Background: an optimization exercise with open tools, aiming at small area, a short achievable clock period and few clock cycles per item. Do not read the settings as production practice. At most, simulation tests tie the RTL to the original design; equivalence was not proved. Power figures rest on the tool's default switching activity, not on a simulated workload.

== old ==
==> flow/design.v <==
module pms7003_parse (
    input  wire         clk,
    input  wire         rst,           
    input  wire         in_valid,
    output wire         in_ready,
    input  wire [7:0]   in_data,
    input  wire         in_last,
    input  wire [31:0]  now,
    output reg          out_valid,
    output wire [2:0]   out_err,       
    output wire [191:0] out_fields,    
    output wire [16:0]  out_count,     
    output wire [12:0]  out_est10,     
    output reg  [31:0]  out_ts
);
    assign in_ready = 1'b1;
    reg [5:0] idx;
    always @(posedge clk) begin
        if (rst)
            idx <= 6'd0;
        else if (in_valid) begin
            if (in_last)
                idx <= 6'd0;
            else if (idx != 6'd32)
                idx <= idx + 6'd1;
        end
    end
    reg [7:0] d_q;
    always @(posedge clk)
        if (in_valid)
            d_q <= in_data;
    reg [7:0] fb [4:27];
    integer k;
    always @(posedge clk) begin
        for (k = 4; k < 28; k = k + 1)
            if (k == 22 || k == 23) begin
                if (idx == k)
                    fb[k] <= in_data;
            end else if (idx == k + 1)
                fb[k] <= d_q;
    end
    genvar g;
    generate
        for (g = 0; g < 12; g = g + 1) begin : g_fields
            assign out_fields[16*g +: 16] = {fb[4 + 2*g], fb[5 + 2*g]};
        end
    endgenerate
    reg sync0, sync1;
    always @(posedge clk) begin
        if (idx == 6'd1) sync0 <= (d_q == 8'h42);
        if (idx == 6'd2) sync1 <= (d_q == 8'h4D);
    end
    reg       add_q;        
    reg       first_q;      
    reg [7:0] lo, hi;
    reg       c8;
    wire [8:0] lo_n = {1'b0, first_q ? 8'd0 : lo} + {1'b0, d_q};
    wire       c_n  = add_q & lo_n[8] & ~first_q;
    wire [7:0] hi_0 = hi + {7'd0, c8};
    wire [7:0] hi_1 = hi + {6'd0, c8, ~c8};
    reg        hi_ok0, hi_ok1, hi_c;
    always @(posedge clk) begin
        add_q   <= in_valid & (idx < 6'd30);
        first_q <= (idx == 6'd0);
        if (add_q)
            lo <= lo_n[7:0];
        c8 <= c_n;
        hi <= (add_q & first_q) ? 8'd0 : hi_0;
        if (idx == 6'd30) begin
            hi_ok0 <= (hi_0 == in_data);
            hi_ok1 <= (hi_1 == in_data);
            hi_c   <= c_n;
        end
    end
    wire hi_ok = hi_c ? hi_ok1 : hi_ok0;
    wire lo_ok = (lo == in_data);
    reg [1:0] err;
    always @(posedge clk) begin
        if (rst)
            out_valid <= 1'b0;
        else
            out_valid <= in_valid & in_last;
        if (idx != 6'd31)
            err <= 2'd1;
        else if (!(sync0 & sync1))
            err <= 2'd2;
        else if (!(hi_ok & lo_ok))
            err <= 2'd3;
        else
            err <= 2'd0;
        out_ts <= now;
    end
    assign out_err = {1'b0, err};
    wire [8:0] cnt_lo_n = {1'b0, fb[17]} - {1'b0, fb[23]};
    reg  [7:0] cnt_lo;
    reg        cnt_b;
    reg  [8:0] cnt_hi;
    wire [9:0] cnt_hi_n = {1'b0, fb[16], 1'b1} + {1'b1, ~fb[22], ~cnt_b};
    always @(posedge clk) begin
        cnt_lo <= cnt_lo_n[7:0];
        cnt_b  <= cnt_lo_n[8];
        cnt_hi <= cnt_hi_n[9:1];
    end
    assign out_count = {cnt_hi, cnt_lo};
    localparam [28:0] A = 29'd63216501;
    reg [7:0]  ph;
    reg [2:0]  dig;
    reg [25:0] acc;
    always @(posedge clk) begin
        ph <= {ph[6:0], in_valid & (idx == 6'd23)};
        dig <= ({3{ph[1]}} & out_count[2:0])
             | ({3{ph[2]}} & out_count[5:3])
             | ({3{ph[3]}} & out_count[8:6])
             | ({3{ph[4]}} & out_count[11:9])
             | ({3{ph[5]}} & out_count[14:12])
             | ({3{ph[6]}} & {out_count[16], out_count[16:15]});
    end
    wire       top = ph[7];
    reg [28:0] term;
    integer v;
    always @(*) begin
        term = 29'd0;
        for (v = 1; v < 8; v = v + 1)
            term = term | ({29{!top && dig == v}} & (A * v));
        term = term | ({29{top && dig == 3'd0}} & 29'd16384)
                    | ({29{top && dig == 3'd1}} & (A + 29'd16384))
                    | ({29{top && dig == 3'd6}} & (29'd16384 - A * 2))
                    | ({29{top && dig == 3'd7}} & (29'd16384 - A));
    end
    wire [28:0] acc_sum = {3'd0, acc} + term;
    wire        run     = |ph[7:2];
    always @(posedge clk) begin
        if (ph[0])
            acc <= 26'd0;
        else if (run)
            acc <= acc_sum[28:3];
    end
    assign out_est10 = acc[24:12];
endmodule
Settings: LEC_CHECK=0, CAP_MARGIN=20, CORE_MARGIN=2, CORE_UTILIZATION=65, CTS_BUF_LIST=sky130_fd_sc_hd__clkbuf_16, CTS_CLUSTER_DIAMETER=100, CTS_CLUSTER_SIZE=30, SLEW_MARGIN=20; clock period 10.0 ns.
standard.sh (not shown) runs the stock make flow with config.mk's settings and CLKGATE_MAP_FILE= SYNTH_SCRIPT=/design/flow/synth_recipe.tcl, a recipe that flattens the netlist after the stock synthesis.
==> flow/flow/run.sh <==
#!/bin/bash
# Standard ORFS layout, with the port buffers made of the smallest buffer cell
# and timing repair aiming for a 3 ns path.
set -euo pipefail
export BUFFER_PORTS_ARGS="-buffer_cell sky130_fd_sc_hd__buf_1"
bash standard.sh SETUP_SLACK_MARGIN=7.0 finish > standard.log 2>&1
old went all the way through synthesis, placement and routing and the layout is clean on timing, DRC and antenna.
diff inputs: old => new
diff --git a/flow/design.v b/flow/design.v
--- a/flow/design.v
+++ b/flow/design.v
@@ -118,13 +118,19 @@
     wire       top = ph[7];
     reg [28:0] term;
-    integer v;
     always @(*) begin
-        term = 29'd0;
-        for (v = 1; v < 8; v = v + 1)
-            term = term | ({29{!top && dig == v}} & (A * v));
-        term = term | ({29{top && dig == 3'd0}} & 29'd16384)
-                    | ({29{top && dig == 3'd1}} & (A + 29'd16384))
-                    | ({29{top && dig == 3'd6}} & (29'd16384 - A * 2))
-                    | ({29{top && dig == 3'd7}} & (29'd16384 - A));
+        case ({top, dig})
+            4'b0_000: term = 29'd0;
+            4'b0_001: term = A;
+            4'b0_010: term = A * 2;
+            4'b0_011: term = A * 3;
+            4'b0_100: term = A * 4;
+            4'b0_101: term = A * 5;
+            4'b0_110: term = A * 6;
+            4'b0_111: term = A * 7;
+            4'b1_001: term = A + 29'd16384;
+            4'b1_110: term = 29'd16384 - A * 2;
+            4'b1_111: term = 29'd16384 - A;
+            default:  term = 29'd16384;
+        endcase
     end
     wire [28:0] acc_sum = {3'd0, acc} + term;
In the tables for old and new, non-clock buffer count in the final layout reads lower with new. For the portion of total power attributed to the clock network, new came in 0.7 points higher than old did. Synthesis-to-layout area growth ends up lower on new. In the tables for old and new, utilization of the core after routing reads lower with new. Against old, new comes in 0.13 mW higher on power. new against old; final cell count without fillers is down slightly.
Testbench counts of new, summed over its fixed seeds: cycles 64,008, frames 2,000.
No functional check of the RTL was part of old.

-- separate check: timing with driven ports --
The results above use ideal ports. As a check the final layouts listed here were re-extracted and re-timed, cells and wires unchanged.
Step 1 sets driving cells, clkbuf_16 on the clock port and buf_2 on the other inputs (assumed; they add their load-dependent delay and slew).
Step 2 adds t to the input delays and takes it off the output delays; t is the mean of the earliest and latest rising clock arrival at the registers after step 1. Input paths then give back, and output paths get back, about the clock's delay inside the block.
a / b / c = ideal / step 1 / step 2; a / b = the first two.
run	t, ns	setup WS [ns]	latest minus earliest clock arrival (ns)	worst slew at a driven data input, ns
old	0.537	6.870 / 6.824 / 6.600	0.020 / 0.020	0.05
new	0.540	6.805 / 6.759 / 6.607	0.039 / 0.039	0.05
After both steps setup and hold are still met in every run listed. For old, which loses most, drivers alone change the setup slack by -0.046 ns; drivers and shift together by -0.270 ns.
